This is an optimization exercise on Yosys and OpenROAD, whose aim is small area, a short achievable clock period and few clock cycles per item, not a production implementation. Where RTL was checked, it was by simulation tests only, not by an equivalence proof against the original. For run 1, only the layout was checked, not whether the RTL still works. Power and IR drop assume default switching activity.

==> design.v <==
module kzg_chal (
    input  wire         clk,
    input  wire         rst,
    input  wire         in_valid,
    output wire         in_ready,
    input  wire [31:0]  in_data,
    output wire         out_valid,
    input  wire         out_ready,
    output reg          out_err,
    output reg  [11:0]  out_index,
    output wire [255:0] out_z
);
    localparam [255:0] R_MOD =
        256'h73eda753299d7d483339d80809a1d80553bda402fffe5bfeffffffff00000001;
    localparam [255:0] IV =
        256'h6a09e667bb67ae853c6ef372a54ff53a510e527f9b05688c1f83d9ab5be0cd19;
    localparam [31:0] LEN_BITS = 32'd1049216;  
    localparam [1:0] S_RUN = 2'd0, S_RED = 2'd1, S_OUT = 2'd2;
    reg  [1:0]  st;
    reg  [6:0]  c;           
    reg  [15:0] wcnt;        
    reg  [31:0] a, b, cc, d, e, f, g, h, p;
    reg  [31:0] w [0:15];    
    reg  [31:0] hs0, hs1, hs2, hs3, hs4, hs5, hs6, hs7;
    reg         chk;         
    reg         eq_run;
    reg  [1:0]  pass;        
    reg  [2:0]  rc;          
    reg         bor;
    reg         ge;
    reg         f_rnd, f_last, f_last_e, f_ff, f_cpy, f_slot;
    reg         host, done;
    reg         rdy;         
    reg         ov;          
    reg         first;       
    integer     i;
    wire take = ov && out_ready;
    wire init = rst || take;
    wire run  = (st == S_RUN);
    wire slot   = run && !done && f_slot;
    wire pre    = (wcnt[15:3] == 13'd0);          
    wire accept = slot && host;           
    assign in_ready = rdy;                
    wire adv = run && !(accept && !in_valid);
    wire f_slot_n = adv ? ((c >= 7'd65) || (c <= 7'd13)) : f_slot;
    wire host_n   = (slot && adv) ? ((wcnt >= 16'd7) && (wcnt < 16'd32787)) : host;
    wire done_n   = (slot && adv) ? (wcnt == 16'd32799) : done;
    wire run_n    = run && !(adv && c == 7'd0 && done);
    reg [31:0] prefix_word;
    always @(*) begin
        case (wcnt[2:0])
            3'd0: prefix_word = 32'h4653424c;
            3'd1: prefix_word = 32'h4f425645;
            3'd2: prefix_word = 32'h52494659;
            3'd3: prefix_word = 32'h5f56315f;
            3'd7: prefix_word = 32'h00001000;
            default: prefix_word = 32'h00000000;
        endcase
    end
    wire [31:0] pad_word = (wcnt[4:0] == 5'd20) ? 32'h80000000 :
                           (wcnt[4:0] == 5'd31) ? LEN_BITS : 32'h0;
    wire [31:0] load_word = host ? in_data : pre ? prefix_word : pad_word;
    reg  [31:0] k_t;
    wire [5:0]  k_idx = (c == 7'd66) ? 6'd0 : c[5:0] + 6'd1;
    localparam [2047:0] K_TAB = {    
        32'hc67178f2, 32'hbef9a3f7, 32'ha4506ceb, 32'h90befffa, 32'h8cc70208, 32'h84c87814, 32'h78a5636f, 32'h748f82ee,
        32'h682e6ff3, 32'h5b9cca4f, 32'h4ed8aa4a, 32'h391c0cb3, 32'h34b0bcb5, 32'h2748774c, 32'h1e376c08, 32'h19a4c116,
        32'h106aa070, 32'hf40e3585, 32'hd6990624, 32'hd192e819, 32'hc76c51a3, 32'hc24b8b70, 32'ha81a664b, 32'ha2bfe8a1,
        32'h92722c85, 32'h81c2c92e, 32'h766a0abb, 32'h650a7354, 32'h53380d13, 32'h4d2c6dfc, 32'h2e1b2138, 32'h27b70a85,
        32'h14292967, 32'h06ca6351, 32'hd5a79147, 32'hc6e00bf3, 32'hbf597fc7, 32'hb00327c8, 32'ha831c66d, 32'h983e5152,
        32'h76f988da, 32'h5cb0a9dc, 32'h4a7484aa, 32'h2de92c6f, 32'h240ca1cc, 32'h0fc19dc6, 32'hefbe4786, 32'he49b69c1,
        32'hc19bf174, 32'h9bdc06a7, 32'h80deb1fe, 32'h72be5d74, 32'h550c7dc3, 32'h243185be, 32'h12835b01, 32'hd807aa98,
        32'hab1c5ed5, 32'h923f82a4, 32'h59f111f1, 32'h3956c25b, 32'he9b5dba5, 32'hb5c0fbcf, 32'h71374491, 32'h428a2f98
    };
    wire [63:0] k_oh = 64'd1 << k_idx;
    reg  [31:0] k_nx;
    integer     ki;
    always @(*) begin
        k_nx = 32'd0;
        for (ki = 0; ki < 64; ki = ki + 1)
            k_nx = k_nx | ({32{k_oh[ki]}} & K_TAB[ki*32 +: 32]);
    end
    function [32:0] add_sk;      
        input [31:0] x, y;
        input        cin;
        reg   [31:0] gg, pp;
        integer l, i, j;
        begin
            gg = x & y;
            pp = x ^ y;
            gg[0] = gg[0] | (pp[0] & cin);
            for (l = 0; l < 5; l = l + 1)
                for (i = 0; i < 32; i = i + 1)
                    if (((i >> l) & 1) == 1) begin
                        j = ((i >> l) << l) - 1;
                        gg[i] = gg[i] | (pp[i] & gg[j]);
                        pp[i] = pp[i] & pp[j];
                    end
            add_sk = {gg[31], (x ^ y) ^ {gg[30:0], cin}};
        end
    endfunction
    function [32:0] add_bk;      
        input [31:0] x, y;
        input        cin;
        reg   [31:0] gg, pp;
        integer l, i;
        begin
            gg = x & y;
            pp = x ^ y;
            gg[0] = gg[0] | (pp[0] & cin);
            for (l = 0; l < 5; l = l + 1)
                for (i = 0; i < 32; i = i + 1)
                    if (((i + 1) % (2 << l)) == 0) begin
                        gg[i] = gg[i] | (pp[i] & gg[i - (1 << l)]);
                        pp[i] = pp[i] & pp[i - (1 << l)];
                    end
            for (l = 3; l >= 0; l = l - 1)
                for (i = 0; i < 32; i = i + 1)
                    if (((i + 1) % (2 << l)) == (1 << l) && (i + 1) > (1 << l)) begin
                        gg[i] = gg[i] | (pp[i] & gg[i - (1 << l)]);
                        pp[i] = pp[i] & pp[i - (1 << l)];
                    end
            add_bk = {gg[31], (x ^ y) ^ {gg[30:0], cin}};
        end
    endfunction
    wire rnd  = f_rnd;
    wire last = f_last;
    wire ff   = f_ff;
    wire [31:0] bsig0 = {a[1:0], a[31:2]} ^ {a[12:0], a[31:13]} ^ {a[21:0], a[31:22]};
    wire [31:0] bsig1 = {e[5:0], e[31:6]} ^ {e[10:0], e[31:11]} ^ {e[24:0], e[31:25]};
    wire [31:0] ch    = (e & f) ^ (~e & g);
    wire [31:0] maj   = (a & b) ^ (a & cc) ^ (b & cc);
    wire [31:0] h0g   = last ? hs0 : 32'd0;
    wire [31:0] h4g   = f_last_e ? hs4 : 32'd0;
    wire [31:0] e6  = {e[5:0], e[31:6]};
    wire [31:0] e11 = {e[10:0], e[31:11]};
    wire [31:0] e25 = {e[24:0], e[31:25]};
    wire [31:0] a2  = {a[1:0], a[31:2]};
    wire [31:0] a13 = {a[12:0], a[31:13]};
    wire [31:0] a22 = {a[21:0], a[31:22]};
    wire [31:0] xs  = (p ^ e6) ^ (ch ^ e11) ^ e25;
    wire [31:0] xc  = {(p[30:0] & ch[30:0]) | (p[30:0] & bsig1[30:0]) | (ch[30:0] & bsig1[30:0]), 1'b0};
    wire [31:0] ys  = (a2 ^ maj) ^ (a13 ^ h0g) ^ a22;
    wire [31:0] yc  = {(bsig0[30:0] & maj[30:0]) | (bsig0[30:0] & h0g[30:0]) | (maj[30:0] & h0g[30:0]), 1'b0};
    wire [31:0] s3  = (p ^ e6) ^ (ch ^ e11) ^ (e25 ^ xc) ^ ys;
    wire [31:0] c3  = {(xs[30:0] & xc[30:0]) | (xs[30:0] & ys[30:0]) | (xc[30:0] & ys[30:0]), 1'b0};
    wire [31:0] s4  = s3 ^ c3 ^ yc;
    wire [31:0] c4  = {(s3[30:0] & c3[30:0]) | (s3[30:0] & yc[30:0]) | (c3[30:0] & yc[30:0]), 1'b0};
    wire [32:0] a_add = add_sk(s4, c4, 1'b0);
    wire [31:0] a_new = a_add[31:0];
    wire [31:0] s6  = (d ^ h4g) ^ (p ^ e6) ^ (ch ^ e11) ^ e25;
    wire [31:0] c6  = {(d[30:0] & h4g[30:0]) | (d[30:0] & xs[30:0]) | (h4g[30:0] & xs[30:0]), 1'b0};
    wire [31:0] s7  = s6 ^ c6 ^ xc;
    wire [31:0] c7  = {(s6[30:0] & c6[30:0]) | (s6[30:0] & xc[30:0]) | (c6[30:0] & xc[30:0]), 1'b0};
    wire [32:0] e_add = add_sk(s7, c7, 1'b0);
    wire [31:0] e_new = e_add[31:0];
    wire [31:0] s8 = g ^ k_t ^ w[15];
    wire [31:0] c8 = {(g[30:0] & k_t[30:0]) | (g[30:0] & w[15][30:0]) | (k_t[30:0] & w[15][30:0]), 1'b0};
    wire [32:0] p_add = add_bk(s8, c8, 1'b0);
    wire [31:0] p_new = p_add[31:0];
    reg  [31:0] iv_a, iv_e;
    always @(*) begin
        case (c[1:0])
            2'd1:    begin iv_a = IV[159:128]; iv_e = IV[31:0];  end  
            2'd2:    begin iv_a = IV[191:160]; iv_e = IV[63:32]; end  
            default: begin iv_a = IV[223:192]; iv_e = IV[95:64]; end  
        endcase
    end
    wire [31:0] a_op1 = first ? iv_a : hs3;
    wire [31:0] a_op2 = first ? 32'd0 : d;
    wire [32:0] a_ff  = add_sk(a_op1, a_op2, 1'b0);
    wire [31:0] sum_a = a_ff[31:0];
    wire [31:0] ssig0 = {w[1][6:0], w[1][31:7]} ^ {w[1][17:0], w[1][31:18]} ^ (w[1] >> 3);
    wire [31:0] ssig1 = {w[14][16:0], w[14][31:17]} ^ {w[14][18:0], w[14][31:19]} ^ (w[14] >> 10);
    wire [31:0] s9  = w[0] ^ w[9] ^ ssig0;
    wire [31:0] c9  = {(w[0][30:0] & w[9][30:0]) | (w[0][30:0] & ssig0[30:0]) | (w[9][30:0] & ssig0[30:0]), 1'b0};
    wire [31:0] s10 = s9 ^ c9 ^ ssig1;
    wire [31:0] c10 = {(s9[30:0] & c9[30:0]) | (s9[30:0] & ssig1[30:0]) | (c9[30:0] & ssig1[30:0]), 1'b0};
    wire [32:0] w_add  = add_sk(s10, c10, 1'b0);
    wire [31:0] w_next = w_add[31:0];
    reg [31:0] r_lo;         
    always @(*) begin
        case (rc)
            3'd0: r_lo = R_MOD[31:0];
            3'd1: r_lo = R_MOD[63:32];
            3'd2: r_lo = R_MOD[95:64];
            3'd3: r_lo = R_MOD[127:96];
            3'd4: r_lo = R_MOD[159:128];
            3'd5: r_lo = R_MOD[191:160];
            3'd6: r_lo = R_MOD[223:192];
            default: r_lo = R_MOD[255:224];
        endcase
    end
    wire        red      = (st == S_RED);
    wire        cmp_pass = !pass[0];
    wire [31:0] sub_op   = (cmp_pass || ge) ? r_lo : 32'd0;
    wire [31:0] e_op1    = first ? iv_e : hs7;
    wire [31:0] e_op     = red ? ~sub_op : first ? 32'd0 : h;
    wire        e_cin    = red && !bor;
    wire [32:0] e_sum    = add_sk(e_op1, e_op, e_cin);
    wire [31:0] sum_e    = e_sum[31:0];
    wire        red_bor  = !e_sum[32];
    wire [31:0] red_word = cmp_pass ? hs7 : sum_e;
    wire [15:0] wm9     = wcnt - 16'd9;    
    wire [2:0]  cpos    = wm9[2:0];
    reg  [31:0] r_word;
    always @(*) begin
        case (cpos)
            3'd0: r_word = R_MOD[255:224];
            3'd1: r_word = R_MOD[223:192];
            3'd2: r_word = R_MOD[191:160];
            3'd3: r_word = R_MOD[159:128];
            3'd4: r_word = R_MOD[127:96];
            3'd5: r_word = R_MOD[95:64];
            3'd6: r_word = R_MOD[63:32];
            default: r_word = R_MOD[31:0];
        endcase
    end
    wire eq_before = (cpos == 3'd0) ? 1'b1 : eq_run;
    wire word_gt   = w[15] > r_word;
    wire word_eq   = w[15] == r_word;
    wire elem_bad  = eq_before && (word_gt || (word_eq && cpos == 3'd7));
    wire blob_load = slot && host && in_valid && (wcnt < 16'd32776);
    assign out_valid = ov;
    assign out_z = {hs0, hs1, hs2, hs3, hs4, hs5, hs6, hs7};
    always @(posedge clk) begin
        if (init) begin
            st    <= S_RUN;
            c     <= 7'd65;
            wcnt  <= 16'd0;
            first <= 1'b1;
            f_rnd <= 1'b0; f_last <= 1'b0; f_last_e <= 1'b0; f_ff <= 1'b1;
            f_cpy <= 1'b1; f_slot <= 1'b0;
            host  <= 1'b0; done <= 1'b0;
            rdy   <= 1'b0; ov <= 1'b0;
            a <= IV[255:224];
            e <= IV[127:96];
            pass <= 2'd0;
            rc   <= 3'd0;
            bor  <= 1'b0;
            ge   <= 1'b0;
        end else begin
            rdy <= run_n && f_slot_n && host_n && !done_n;
            if (adv) begin
                c <= (c == 7'd66) ? 7'd0 : c + 7'd1;
                k_t <= k_nx;
                f_rnd  <= (c <= 7'd63);
                f_last <= (c == 7'd63);
                f_last_e <= (c[5:0] == 6'd63) && !c[6];
                f_ff   <= (c >= 7'd64);
                f_cpy  <= (c == 7'd64);
                f_slot <= (c >= 7'd65) || (c <= 7'd13);
                if (slot) begin
                    wcnt <= wcnt + 16'd1;
                    host <= (wcnt >= 16'd7) && (wcnt < 16'd32787);
                    done <= (wcnt == 16'd32799);
                end
                if (rnd) begin
                    a <= a_new;
                    e <= e_new;
                end
                b  <= ff ? sum_a : a;
                cc <= b;
                d  <= cc;
                f  <= ff ? sum_e : e;
                g  <= f;
                h  <= g;
                p  <= p_new;
                for (i = 0; i < 15; i = i + 1)
                    w[i] <= w[i + 1];
                w[15] <= slot ? load_word : w_next;
                if (f_cpy) begin
                    hs0 <= a;
                    hs4 <= e;
                end
                if (ff) begin
                    hs1 <= sum_a; hs2 <= hs1; hs3 <= hs2;
                    hs5 <= sum_e; hs6 <= hs5; hs7 <= hs6;
                end
                if (c == 7'd0) begin
                    first <= 1'b0;
                    if (done)
                        st <= S_RED;
                end
            end
            if (st == S_RED) begin
                hs0 <= red_word;
                hs1 <= hs0; hs2 <= hs1; hs3 <= hs2; hs4 <= hs3;
                hs5 <= hs4; hs6 <= hs5; hs7 <= hs6;
                rc  <= rc + 3'd1;
                bor <= (rc == 3'd7) ? 1'b0 : red_bor;
                if (rc == 3'd7) begin
                    pass <= pass + 2'd1;
                    if (cmp_pass)
                        ge <= !red_bor;
                    if (pass == 2'd3) begin
                        st <= S_OUT;
                        ov <= 1'b1;
                    end
                end
            end
        end
    end
    always @(posedge clk) begin
        if (init) begin
            chk     <= 1'b0;
            out_err <= 1'b0;
        end else begin
            chk <= blob_load;
            if (chk) begin
                eq_run <= eq_before && word_eq;
                if (elem_bad && !out_err) begin
                    out_err   <= 1'b1;
                    out_index <= wm9[14:3];
                end
            end
        end
    end
endmodule
==> run.sh <==
#!/bin/bash
# synth_recipe.tcl (not shown) runs the flow's synth.tcl, then flattens the netlist and writes it again
# the make line also repeats each setting of config.mk as NAME=value (left out here)
make -C /OpenROAD-flow-scripts/flow DESIGN_CONFIG=/design/flow/config.mk WORK_HOME=/design/flow/orfs CLKGATE_MAP_FILE= SYNTH_SCRIPT=/design/flow/synth_recipe.tcl finish
==> config.mk <==
export PLATFORM = sky130hd
export DESIGN_NAME = kzg_chal
export DESIGN_NICKNAME = kzg_chal
export VERILOG_FILES = /design/flow/design.v
export SDC_FILE = /design/flow/constraint.sdc
export NUM_CORES = 4
export LEC_CHECK = 0
export CAP_MARGIN = 20
export CORE_MARGIN = 2
export CORE_UTILIZATION = 65
export CTS_BUF_LIST = sky130_fd_sc_hd__clkbuf_16
export CTS_CLUSTER_DIAMETER = 60
export CTS_CLUSTER_SIZE = 20
export PLACE_DENSITY = 0.75
export SETUP_SLACK_MARGIN = 5
export SLEW_MARGIN = 20
==> constraint.sdc <==
create_clock -name core_clock -period 10.0 [get_ports {clk}]
set_input_delay 2.0000 -clock core_clock [delete_from_list [all_inputs] [get_ports {clk}]]
set_output_delay 2.0000 -clock core_clock [all_outputs]
set_load 0.01 [all_outputs]
==> metrics.md, run 1 <==
| Metric | Value |
|---|---|
| Layout cells sized above 1 | under 10% |
| Final core occ | 74.1% |
| Total track usage | 41.4% |
| Yosys warnings | 2 |
| Power Density | around 400 nW/um2 |
| Fillers | 6134 |
| Mapped Cells | 5339 |
| F_max | around 190 MHz |
| Pin slew with the least headroom to its limit | 1.11 ns |
| Asr flop ratio synth | 0% |
| Site row count | 113 |
| Max-slew headroom | 25.9% |
| Most Crowded Layer GR | met2 |
| Post-Route Skew | 0.0518 ns |
| Unrepaired setup endpoints after global routing | yes |
| Worst skew pair latency | roughly 0.72 ns |
| H-tree depth | 3 |
| Hold Worst Slack | 0.394 ns |
| Mapped Area | 62300 um2 |
| Min Tclk post-route | approximately 5.2 ns |
| Placer congestion estimate | 1.02 |
| Flops & latches, synth | 1146 |
| Post-DRT Antenna Nets | 0 |
| Global-route wire length before repair | between 200000 and 300000 um |
| Die height | 314 um |
| Ports | 307 |
| Clock power frac | a little over an eighth |
| 1st-iter DRT viols | 6637 |
| Synth area leaders | edfxtp_1, fa_1, xnor2_1, ha_1, xor2_1 |
| Crit path DAT | 5.61 ns |
| Required @ worst endpoint | 10.44 ns |
| Drt first pass iters | 9 |
| Clock buffer depth | 3 |
| Commonest non-fill, non-tap cells in the layout | edfxtp_1, nand2_1, inv_1 |
| Switching share of power | 45.8% |
| Sequential area share after synthesis | 53.5% |
| Area share of the leading cell type in the synthesized netlist | 50.0% |
| Starting density of the core | about two thirds |
| Static Leak | 26.8 nW |
| DR vias | between 40000 and 50000 |
| Max_cap viols | 0 |
| Synth area leader | edfxtp_1 |
| # setup viols final | 0 |
| Routed length per instance | approximately 30 um |
| Main synth FF type | edfxtp_1 |
| CP Capture Type | flop |
| Grt ovf | 0 |
| Post-DR vias/cell | 6.58 |
| Area grow syn2layout | 12.9% |
| GR Util met3 | 10.6% |
| Peak VDD IR | 605 uV |
| Buffers on Ports | just over 300 |
| Fin. Hold Viols | 0 |
| DRC | 0 |
| Worst-path fanout max | 4 |
| GR Layer Usage met2 | 64.2% |
| Number of flops mapped to enable cells by yosys | a little over 1000 |
| GRT met1 Usage | 54.4% |
| Syn_area_per_cell | around 12 um2 |
| Clock-pin slew on the worst setup and hold paths | 0.08 ns |
| Root Buffer Master | clkbuf_16 |
| Setup Crit Path Kind | flop to flop |
| Total routed wirelength | 207000 um |
| Fin nets | 6076 |
| CTS tree | done |
| Sink Count | 1146 |
| Initial antenna violation count | 9 |
| CORE AREA | 95000 um2 |
| Startpoint Class | flop |
| Sequential Power Share | between 20% and 30% |
| Switching power of the nets | 0.0129 W |
| Hpwl dp | approximately 150000 um |
| Final period util | 51.7% |
| DIE WIDTH | 314 um |
| Gate power share | 61.1% |
| Largest net degree at the start of global routing | 164 |
| Hold Path Class | flop to flop |
| Synth Net Count | 5831 |
| Total CTS buffers | 90 |
| Pint | approximately 0.015 W |
| Most common cell after layout, fill and taps aside | edfxtp_1 |
| Status | no timing/DRC/antenna violations |
| Full die area | 98400 um2 |
| Final Max Slew Viols | 0 |
| Yosys cell types | 84 |
| Vias in the first global route | about 44000 |
## cell usage after synthesis (all sizes together), types with 49 or more instances
| master | n |
|---|---|
| inv | 368 |
| nand2 | 533 |
| mux2i | 59 |
| nor3 | 65 |
| o21ai | 307 |
| nor2 | 352 |
| nand3 | 84 |
| clkbuf | 202 |
| and2 | 49 |
| a21oi | 317 |
| xnor2 | 384 |
| edfxtp | 1037 |
| mux2 | 56 |
| maj3 | 90 |
| fa | 190 |
| dfxtp | 109 |
| nor2b | 64 |
| ha | 266 |
| xor2 | 251 |
## sequential cells by signal, indices dropped and copies added, names as in the netlist, 16 cells and up
signal  cells
a          32
b          32
cc         32
d          32
e          32
f          32
g          32
h          32
hs0        32
hs1        32
hs2        32
hs3        32
hs4        32
hs5        32
hs6        32
hs7        32
k_t        32
p          32
w         512
wcnt       16
## power groups by stage
stage | Sequential [W] | Clock (W) | Combinational, W
after global routing | 0.00714 | 0.00399 | 0.0186
after floorplan | 0.00681 | 0 | 0.0116
after global placement | 0.00712 | 0 | 0.0153
final | 0.00712 | 0.00383 | 0.0172
after CTS | 0.00708 | 0.00383 | 0.0163
after detailed placement | 0.00717 | 0 | 0.0158
## cell type report
| class | instances | area (um2) | area share [%] |
|---|---|---|---|
| clock buffer | 90 | 2250 | 3.20 |
| antenna | 1 | 2.50 | 0.00355 |
| timing repair buffer | 399 | 3860 | 5.49 |
| inverter | 372 | 1400 | 1.99 |
| sequential | 1146 | 33400 | 47.4 |
| multi-input combinational | 3575 | 27100 | 38.5 |
| tap | 1265 | 1580 | 2.25 |
| clock inverter | 68 | 818 | 1.16 |
## critical path: stages (launching register included)
cell       delay (ns)
edfxtp_1         0.54
xor2_1           0.33
xnor2_2          0.18
fa_1             0.51
fa_1             0.56
inv_1            0.06
ha_1             0.28
a211o_1          0.34
a2111oi_2        0.37
o21a_1           0.28
o31ai_2          0.16
o2111ai_2        0.31
nand3b_1         0.20
a21oi_1          0.27
xor2_1           0.35
a21oi_1          0.13
## what timing repair did
| item | 4_1_cts | 5_1_grt |
|---|---|---|
| setup buffers | 5 | 17 |
| hold buffers | 0 | 0 |
| resized for setup | 47 | 68 |
| endpoints found under the setup margin | 146 | 117 |
| hold endpoints to repair | 0 | 0 |
| pin swaps | 0 | 13 |
| gates cloned | 0 | 0 |
## cell families (layout without fill, tap and decap cells)
kind of cell / Yosys count / after routing / share of synthesized area, %
other: 0 / 1 / 0
DFF: 1146 / 1146 / 53.5
adders and majority gates: 546 / 546 / 12.9
muxes: 115 / 115 / 1.96
AOI/OAI and AO/OA: 957 / 957 / 9.12
and+or+nand+nor: 1322 / 1322 / 9.69
buffers and inverters: 618 / 929 / 3.91
xor gates and xnor gates: 635 / 635 / 8.98
## worst paths after layout
path	from	endpoint	slack (ns)	cells past startpoint
max reg2reg	w[1][9]	w[15][30]	4.83	15
min	w[10][20]	w[9][20]	0.39	0
max	w[1][9]	w[15][30]	4.83	15
min reg2reg	w[10][20]	w[9][20]	0.39	0
## per-stage QoR
| step | total power (W) | setup slack (ns) | TNS [ns] | instances | cell area, um2 |
|---|---|---|---|---|---|
| after floorplan | 0.0185 | -4.24 | -3483.60 | 5339 | 62400 |
| after global placement | 0.0225 | 4.15 | 0 | 6735 | 66600 |
| after detailed placement | 0.0230 | 3.91 | 0 | 6735 | 66600 |
| after CTS | 0.0272 | 5.00 | 0 | 6898 | 70000 |
| after global routing | 0.0298 | 4.77 | 0 | 6916 | 70400 |
| final | 0.0282 | 4.83 | 0 | 6916 | 70400 |
## routing by layer
metal | share of wire, % | wire length (um)
met5 | 0.046 | 95
met4 | 6.5 | 13400
met3 | 13 | 26600
met2 | 45 | 93000
met1 | 36 | 73600
==> run 2, diff against run 1 <==
--- a/design.v
+++ b/design.v
@@ -173,5 +173,5 @@
     wire [31:0] ssig0 = {w[1][6:0], w[1][31:7]} ^ {w[1][17:0], w[1][31:18]} ^ (w[1] >> 3);
     wire [31:0] ssig1 = {w[14][16:0], w[14][31:17]} ^ {w[14][18:0], w[14][31:19]} ^ (w[14] >> 10);
-    wire [31:0] s9  = w[0] ^ w[9] ^ ssig0;
+    wire [31:0] s9  = (w[0] ^ {w[1][6:0], w[1][31:7]}) ^ (w[9] ^ {w[1][17:0], w[1][31:18]}) ^ (w[1] >> 3);
     wire [31:0] c9  = {(w[0][30:0] & w[9][30:0]) | (w[0][30:0] & ssig0[30:0]) | (w[9][30:0] & ssig0[30:0]), 1'b0};
     wire [31:0] s10 = s9 ^ c9 ^ ssig1;
==> run 2 against run 1 <==
Net effect:
- still clean
- combinational power barely moved
- clock power fell by 4%
- power rose by 0.46%
- critical endpoint is now a[26]
- largest power group unchanged
==> metrics.md, run 2 <==
| Metric | Value |
|---|---|
| Fin. Hold Viols | 0 (unchanged) |
| Site row count | 113 (unchanged) |
| Required @ worst endpoint | 10.60 ns (+0.16 ns) |
| Status | no timing/DRC/antenna violations |
| Placed Area | 66400 um2 (-0.34%) |
| Buffers on Ports | 306 (unchanged) |
| Hold Path Class | flop to flop |
| Largest Register | w |
| Synth area leaders | edfxtp_1, xnor2_1, ha_1, fa_1, xor2_1 |
| Ports | 307 (unchanged) |
| Sink Count | 1146 (unchanged) |
| Setup Crit Path Kind | flop to flop |
| Total CTS buffers | 88 (-2.2%) |
| Hpwl dp | 144000 um (-2.7%) |
| Number of flops mapped to enable cells by yosys | 1037 (unchanged) |
| Most common cell after layout, fill and taps aside | edfxtp_1 |
| Peak VDD IR | 418 uV (-31%) |
| Initial antenna violation count | 6 (-3) |
| Die height | 313 um (-0.18%) |
| Syn_area_per_cell | 11.5 um2 (-1.2%) |
| Fin nets | 6075 (-0.016%) |
| Yosys warnings | 2 (unchanged) |
| Global-route wire length before repair | 286000 um (-3.0%) |
| Min Tclk post-route | 4.97 ns (-0.196 ns) |
| Root Buffer Master | clkbuf_16 |
| Post-DRT Antenna Nets | 0 (unchanged) |
| Pin slew with the least headroom to its limit | 1.13 ns (+0.0276 ns) |
| Final Cell Area | 70500 um2 (+0.20%) |
| 1st-iter DRT viols | 7082 (+6.7%) |
| Mapped Area | 62100 um2 (-0.37%) |
| Max-slew headroom | 24.3% (-1.6 points) |
| Worst-path fanout max | 7 (+3) |
| Pre-CTS WS | 4.33 ns (+0.418 ns) |
| Synth area leader | edfxtp_1 |
| Hold Worst Slack | 0.401 ns (+0.00653 ns) |
| Worst path slowest cell | dfxtp_1 |
| Commonest non-fill, non-tap cells in the layout | edfxtp_1, nand2_1, xnor2_1 |
| Total track usage | 40.0% (-1.4 points) |
| Asr flop ratio synth | 0% (unchanged) |
| DRC | 0 (unchanged) |
| Static Leak | 26.7 nW (-0.63%) |
| Synth cell count leaders | edfxtp_1, nand2_1, xnor2_1 |
| Grt ovf | 0 (unchanged) |
| Most frequent cell after synthesis | edfxtp_1 |
| Post-DR vias/cell | 6.59 (+0.17%) |
| Max FFs per register | 512 (unchanged) |
| Crit path DAT | 5.57 ns (-0.04 ns) |
| Cell mode on critical path | xnor2_1 |
| Total routed wirelength | 202000 um (-2.4%) |
| Unrepaired setup endpoints after global routing | no |
| CP Capture Type | flop |
| Sequential area share after synthesis | 53.7% (+0.20 points) |
| Startpoint Class | flop |
| CORE AREA | 94900 um2 (-0.15%) |
| Power Density | 401 nW/um2 (+0.25%) |
| Placer congestion estimate | 1.02 (-0.37%) |
| DIE WIDTH | 313 um (-0.18%) |
| DR vias | 45700 (+0.53%) |
| Area grow syn2layout | 13.6% |
| Mapped Cells | 5383 (+0.82%) |
| Final Max Slew Viols | 0 (unchanged) |
| Fillers | 6074 (-0.98%) |
| Setup TNS | 0 ns (unchanged) |
| Synth Net Count | 5844 (+0.22%) |
| F_max | 201 MHz (+3.9%) |
| Flops & latches, synth | 1146 (unchanged) |
| Worst skew pair latency | 0.71 ns (about the same) |
| Critical-path cell list | maj3_1 -> xor2_1 -> xnor2_1 -> xnor2_1 -> xnor2_1 -> fa_1 -> inv_1 -> ha_1 -> nor2b_1 -> a311o_2 -> o311ai_4 -> a31oi_1 -> buf_4 -> a21o_1 -> o21a_1 -> or3_4 -> a21oi_2 |
| Starting density of the core | 65.5% (-0.14 points) |
| Main synth FF type | edfxtp_1 |
| Largest net degree at the start of global routing | 173 (+5.5%) |
| Clock-pin slew on the worst setup and hold paths | 0.08 ns (about the same) |
| Area share of the leading cell type in the synthesized netlist | 50.1% (+0.19 points) |
| H-tree depth | 3 (unchanged) |
| Final worst setup slack | 5.03 ns (+0.196 ns) |
| Max_cap viols | 0 (unchanged) |
| CTS tree | done |
| Full die area | 98000 um2 (-0.36%) |
| Drt first pass iters | 6 (-3) |
| Post-Route Skew | 0.0405 ns (-0.0113 ns) |
| Yosys cell types | 89 (+6.0%) |
| Clock buffer depth | 3 (unchanged) |
| # setup viols final | 0 (unchanged) |
| Final period util | 49.7% (-2.0 points) |
| Layout cells sized above 1 | 8.60% (+0.80 points) |
| Vias in the first global route | 43400 (-1.5%) |
| Routed length per instance | 29.1 um (-2.7%) |
| Critical Path Max Stage Delay | 0.52 ns (-0.04 ns) |
run 2: cell count changes after synthesis, moves of 8 or more:
cell,before,now
a21oi_1,316,303
fa_1,190,159
inv_1,368,309
buf_1,27,17
nand4_1,35,44
o211ai_1,42,34
nand2_1,527,577
o21ai_1,3,34
a211oi_1,30,40
xnor2_1,381,435
clkbuf_1,195,228
nor3b_1,9,1
nor2_1,350,379
run 2: area by class of cell:
class                      count  area, um2  area share [%]
clock inverter                61        668           0.947
inverter                     314       1180            1.68
sequential                  1146      33400            47.4
clock buffer                  89       2230            3.16
timing repair buffer         394       3960            5.61
tap                         1265       1580            2.24
antenna                        2       5.00         0.00710
multi-input combinational   3670      27500            39.0
run 2: path summary, 6_finish.rpt:
path	to	startpoint	slack, ns	depth (start not counted)
max	a[26]	a[7]	5.03	17
min	w[10][23]	w[11][23]	0.40	0
max reg2reg	a[26]	a[7]	5.03	17
min reg2reg	w[10][23]	w[11][23]	0.40	0
run 2: layer usage:
metal | global-route usage, % | vias to the layer above | part of all wire, %
li1 | - | 19400 | -
met1 | 55.1 | 22300 | 37
met2 | 60.5 | 3354 | 44
met3 | 9.34 | 652 | 13
met4 | 19.0 | 10 | 5.9
met5 | 0 | - | 0.036
run 2: metrics by stage:
| step | cells | utilization, % | total power, W |
|---|---|---|---|
| finish | 6941 | 74.4 | 0.0283 |
| global route | 6940 | 74.4 | 0.0299 |
| CTS | 6913 | 73.4 | 0.0272 |
| detailed placement | 6758 | 70.0 | 0.0230 |
| global placement | 6758 | 70.0 | 0.0226 |
| floorplan | 5383 | - | 0.0185 |
run 2: critical path, delay by kind of cell, from the launching register on:
family,cells,cell delay [ns]
AO/OA/AOI/OAI,6,1.48
AND/OR/NAND/NOR,2,0.52
buffers and inverters,2,0.26
XOR/XNOR,4,0.77
adder cells (fa/ha/maj),3,1.32
flip-flops,1,0.52
run 2: power by group:
part           internal, W  switching [W]
clock              0.00180        0.00188
combinational      0.00725         0.0102
sequential         0.00631       0.000834
run 2: kinds of logic after synthesis:
| logic type | Yosys count | share of synthesized area, % |
|---|---|---|
| DFF | 1146 | 53.7 |
| xor gates and xnor gates | 692 | 9.76 |
| muxes | 116 | 1.97 |
| AOI/OAI and AO/OA | 978 | 9.43 |
| adders and majority gates | 515 | 11.9 |
| and+or+nand+nor | 1369 | 9.80 |
| buffers and inverters | 567 | 3.44 |
run 2: repair_timing:
action | CTS | global route
hold buffers | 0 | 0
gates resized for setup | 66 | 136
pin swaps | 4 | 27
cloned | 2 | 2
endpoints found under the setup margin | 120 | 94
setup buffers | 3 | 22
Testbench counts of run 2, summed over its fixed seeds: cycles 1,648,632, items 12.
==> run 3, diff against run 2 <==
==> flow/run.sh (new file) <==
#!/bin/bash
# The standard layout (the standard.sh, standard synthesis and every
# ORFS step unchanged), except that buffer_ports puts a plain
# sky130_fd_sc_hd__buf_1 on every input and output port instead of the
# delay buffer it picks by default. make's full output goes to flow.log;
# ORFS keeps each tool's own log under orfs/logs/.
set -euo pipefail
export BUFFER_PORTS_ARGS="-buffer_cell sky130_fd_sc_hd__buf_1"
bash standard.sh > flow.log 2>&1
==> standard.sh (new file) <==
#!/bin/bash
# synth_recipe.tcl (not shown) runs the flow's synth.tcl, then flattens the netlist and writes it again
# the make line also repeats each setting of config.mk as NAME=value (left out here)
make -C /OpenROAD-flow-scripts/flow DESIGN_CONFIG=/design/flow/config.mk WORK_HOME=/design/flow/orfs CLKGATE_MAP_FILE= SYNTH_SCRIPT=/design/flow/synth_recipe.tcl "${@:-finish}"
removed: run.sh
==> run 3 against run 2 <==
Net effect:
- count of clock-buffer cells in the layout is 1 lower
- register-to-register slack got worse by 0.05 ns
- critical path depth unchanged
- highest routed layer unchanged
- clock skew rose by 0.0073 ns
- power is 1.1% lower
- final cell count grew 0.39%
- clock power fell by 2%
- still clean
- global-route usage shrank 0.21 points
- synthesized area stayed put
- combinational power about the same
- worst hold slack worse by 0.0043 ns
- synthesized cell count unchanged
==> metrics.md, run 3 <==
| Metric | Value |
|---|---|
| Grt ovf | 0 (unchanged) |
| Power Density | 408 nW/um2 (+1.7%) |
| Asr flop ratio synth | 0% (unchanged) |
| Status | no timing/DRC/antenna violations |
| Setup Crit Path Kind | flop to flop |
| Worst skew pair latency | 0.72 ns (about the same) |
| Routed length per instance | 28.5 um (-2.0%) |
| Global-route wire length before repair | 285000 um (-0.46%) |
| Clock-pin slew on the worst setup and hold paths | 0.08 ns (about the same) |
| Starting density of the core | 65.5% (unchanged) |
| Pin slew with the least headroom to its limit | 1.14 ns (+0.00627 ns) |
| Hold Path Class | flop to flop |
| Largest net degree at the start of global routing | 174 (+0.58%) |
| CTS tree | done |
| Switching share of power | 45.9% (+0.27 points) |
| Layout cells sized above 1 | 8.74% (+0.14 points) |
| Peak VDD IR | 403 uV (-3.7%) |
| Total routed wirelength | 198000 um (-1.6%) |
| DIE WIDTH | 313 um (unchanged) |
| Post-DRT Antenna Nets | 0 (unchanged) |
| Vias in the first global route | 43100 (-0.63%) |
| Main synth FF type | edfxtp_1 |
| Mapped Area | 62100 um2 (unchanged) |
| Ports | 307 (unchanged) |
| CORE AREA | 94900 um2 (unchanged) |
| Yosys warnings | 2 (unchanged) |
| Post-Route Skew | 0.0477 ns (+0.00725 ns) |
| Mapped Cells | 5383 (unchanged) |
| Placer congestion estimate | 1.03 (+1.3%) |
| Placed Area | 64500 um2 (-2.8%) |
| Sink Count | 1146 (unchanged) |
| H-tree depth | 3 (unchanged) |
| Most frequent cell after synthesis | edfxtp_1 |
| Total track usage | 39.8% (-0.21 points) |
| Clock power frac | 12.8% (-0.2 points) |
| Number of flops mapped to enable cells by yosys | 1037 (unchanged) |
| Area grow syn2layout | 10.5% |
| Flops & latches, synth | 1146 (unchanged) |
| Sequential Power Share | 25.5% (+0.2 points) |
| Synth area leader | edfxtp_1 |
| Final Max Slew Viols | 0 (unchanged) |
| Fin nets | 6086 (+0.18%) |
| Yosys cell types | 89 (unchanged) |
| 1st-iter DRT viols | 6709 (-5.3%) |
| Full die area | 98000 um2 (unchanged) |
| CP Capture Type | flop |
| Crit path DAT | 5.56 ns (about the same) |
| Commonest non-fill, non-tap cells in the layout | edfxtp_1, nand2_1, xnor2_1 |
| Syn_area_per_cell | 11.5 um2 (unchanged) |
| Post-DR vias/cell | 6.49 (-1.4%) |
| Gate power share | 61.6% (about the same) |
| Switching power of the nets | 0.0129 W (-0.51%) |
| Max FFs per register | 512 (unchanged) |
| # setup viols final | 0 (unchanged) |
| DR vias | 45200 (-1.1%) |
| Pre-CTS WS | 4.18 ns (-0.148 ns) |
| Fin. Hold Viols | 0 (unchanged) |
| Pint | 0.0151 W (-1.6%) |
| Root Buffer Master | clkbuf_16 |
| Required @ worst endpoint | 10.54 ns (-0.06 ns) |
| Site row count | 113 (unchanged) |
| Most common cell after layout, fill and taps aside | edfxtp_1 |
| F_max | 199 MHz (-0.95%) |
| Total CTS buffers | 88 (unchanged) |
| Static Leak | 25.8 nW (-3.3%) |
| Synth cell count leaders | edfxtp_1, nand2_1, xnor2_1 |
| Synth area leaders | edfxtp_1, xnor2_1, ha_1, fa_1, xor2_1 |
| Unrepaired setup endpoints after global routing | no |
| Worst-path fanout max | 33 (+26) |
| Final period util | 50.2% (+0.48 points) |
| Hpwl dp | 144000 um (+0.14%) |
| DRC | 0 (unchanged) |
| Final Cell Area | 68600 um2 (-2.7%) |
| Min Tclk post-route | 5.02 ns (+0.0478 ns) |
| Buffers on Ports | 306 (unchanged) |
| Final worst setup slack | 4.98 ns (-0.0478 ns) |
| Max_cap viols | 0 (unchanged) |
| Startpoint Class | flop |
| Initial antenna violation count | 13 (+7) |
| Drt first pass iters | 8 (+2) |
| Sequential area share after synthesis | 53.7% (unchanged) |
| Largest Register | w |
| Final core occ | 72.3% (-2.0 points) |
| Fillers | 6395 (+5.3%) |
| Area share of the leading cell type in the synthesized netlist | 50.1% (unchanged) |
| Clock buffer depth | 3 (unchanged) |
| Die height | 313 um (unchanged) |
| Max-slew headroom | 23.9% (-0.42 points) |
| Synth Net Count | 5844 (unchanged) |
[run 3: cell counts after synthesis]
Identical to the previous run, type by type.
[run 3: layout make-up]
type                       instances  area (um2)  area share [%]
sequential                      1146       33400            48.7
clock inverter                    66         648           0.945
timing repair buffer             405        2040            2.97
inverter                         314        1190            1.73
multi-input combinational       3670       27500            40.1
clock buffer                      88        2200            3.21
tap                             1265        1580            2.31
antenna                           14        35.0          0.0511
[run 3: kinds of logic after synthesis]
| logic type | after synthesis | synth area share [%] |
|---|---|---|
| flops | 1146 | 53.7 |
| buf+inv | 567 | 3.44 |
| mux | 116 | 1.97 |
| simple gates | 1369 | 9.80 |
| fa+ha+maj | 515 | 11.9 |
| xor+xnor | 692 | 9.76 |
| compound gates | 978 | 9.43 |
[run 3: power by group through the flow]
| stage | clock (W) | sequential, W | combinational (W) |
|---|---|---|---|
| after floorplan | 0 | 0.00682 | 0.0117 |
| after global placement | 0 | 0.00717 | 0.0151 |
| after detailed placement | 0 | 0.00720 | 0.0155 |
| after CTS | 0.00361 | 0.00709 | 0.0160 |
| after global routing | 0.00376 | 0.00717 | 0.0188 |
| final | 0.00359 | 0.00715 | 0.0172 |
[run 3: path summary, 6_finish.rpt]
check                   to      from  cells after the start  slack, ns
hold reg to reg   w[6][31]  w[7][31]                      0       0.40
setup reg to reg     e[28]  f_last_e                     17       4.98
hold / removal    w[6][31]  w[7][31]                      0       0.40
setup / recovery     e[28]  f_last_e                     17       4.98
[run 3: metrics by stage]
step           std cells  power [W]  setup TNS [ns]  hold slack [ns]
2_1_floorplan       5383     0.0185        -3560.55            0.400
3_3_place_gp        6761     0.0223               0            0.400
3_5_place_dp        6761     0.0226               0            0.405
4_1_cts             6924     0.0267               0            0.397
5_1_grt             6954     0.0298               0            0.410
6_report            6968     0.0280               0            0.397
[run 3: critical path, stage by stage (launching register included)]
cell and delay [ns]:
dfxtp_1 0.33, buf_6 0.29, and2_1 0.27, ha_1 0.28, xnor2_1 0.17, fa_1 0.51, ha_1 0.13, inv_1 0.05
fa_1 0.47, nor2b_1 0.19, o31a_1 0.28, o211ai_1 0.16, a21bo_2 0.28, o21ai_4 0.33, a21oi_1 0.18, nor2_2 0.19
xnor2_1 0.11, o211ai_1 0.55
[run 3: layer usage]
| layer | vias up | GRT usage (%) | share of wire [%] |
|---|---|---|---|
| met4 | 8 | 18.2 | 5.5 |
| met2 | 3229 | 59.1 | 44 |
| met1 | 21900 | 54.8 | 37 |
| met5 | - | 0 | 0.042 |
| met3 | 614 | 11.3 | 13 |
| li1 | 19500 | - | - |
[run 3: timing repair]
| item | 4_1_cts | 5_1_grt |
|---|---|---|
| gates cloned | 0 | 1 |
| buffers inserted | 9 | 29 |
| pin swaps | 4 | 32 |
| resized for setup | 63 | 136 |
| hold buffers | 0 | 0 |
| setup endpoints to repair | 113 | 77 |

## re-timing with driven ports
Ports are ideal in the flow. The routed layouts listed here were re-timed in OpenROAD.
Step 1: set_driving_cell puts a clkbuf_16 on clk and a buf_2 on each other input, an assumption about the parent block.
Step 2 adds t to the input delays and takes it off the output delays; t is the mean of the earliest and latest rising clock arrival at the registers after step 1. Input paths then give back, and output paths get back, about the clock's delay inside the block.
Three values: no drivers, after step 1, after step 2; two values: the first two.
run	t, ns	setup WS [ns]	hold WS [ns]	worst slew at a driven data input, ns	cell pins on the clock port's net
run 1	0.766	4.831 / 4.831 / 4.457	0.394 / 0.394 / 0.394	0.04	1
run 2	0.755	5.027 / 5.027 / 4.957	0.401 / 0.401 / 0.401	0.05	1
run 3	0.762	4.979 / 4.979 / 4.627	0.397 / 0.397 / 0.397	0.04	1
After both steps setup and hold are still met in every run listed. The setup slack of run 1, which loses most, moves by 0.000 ns with the drivers and by -0.374 ns with both steps.
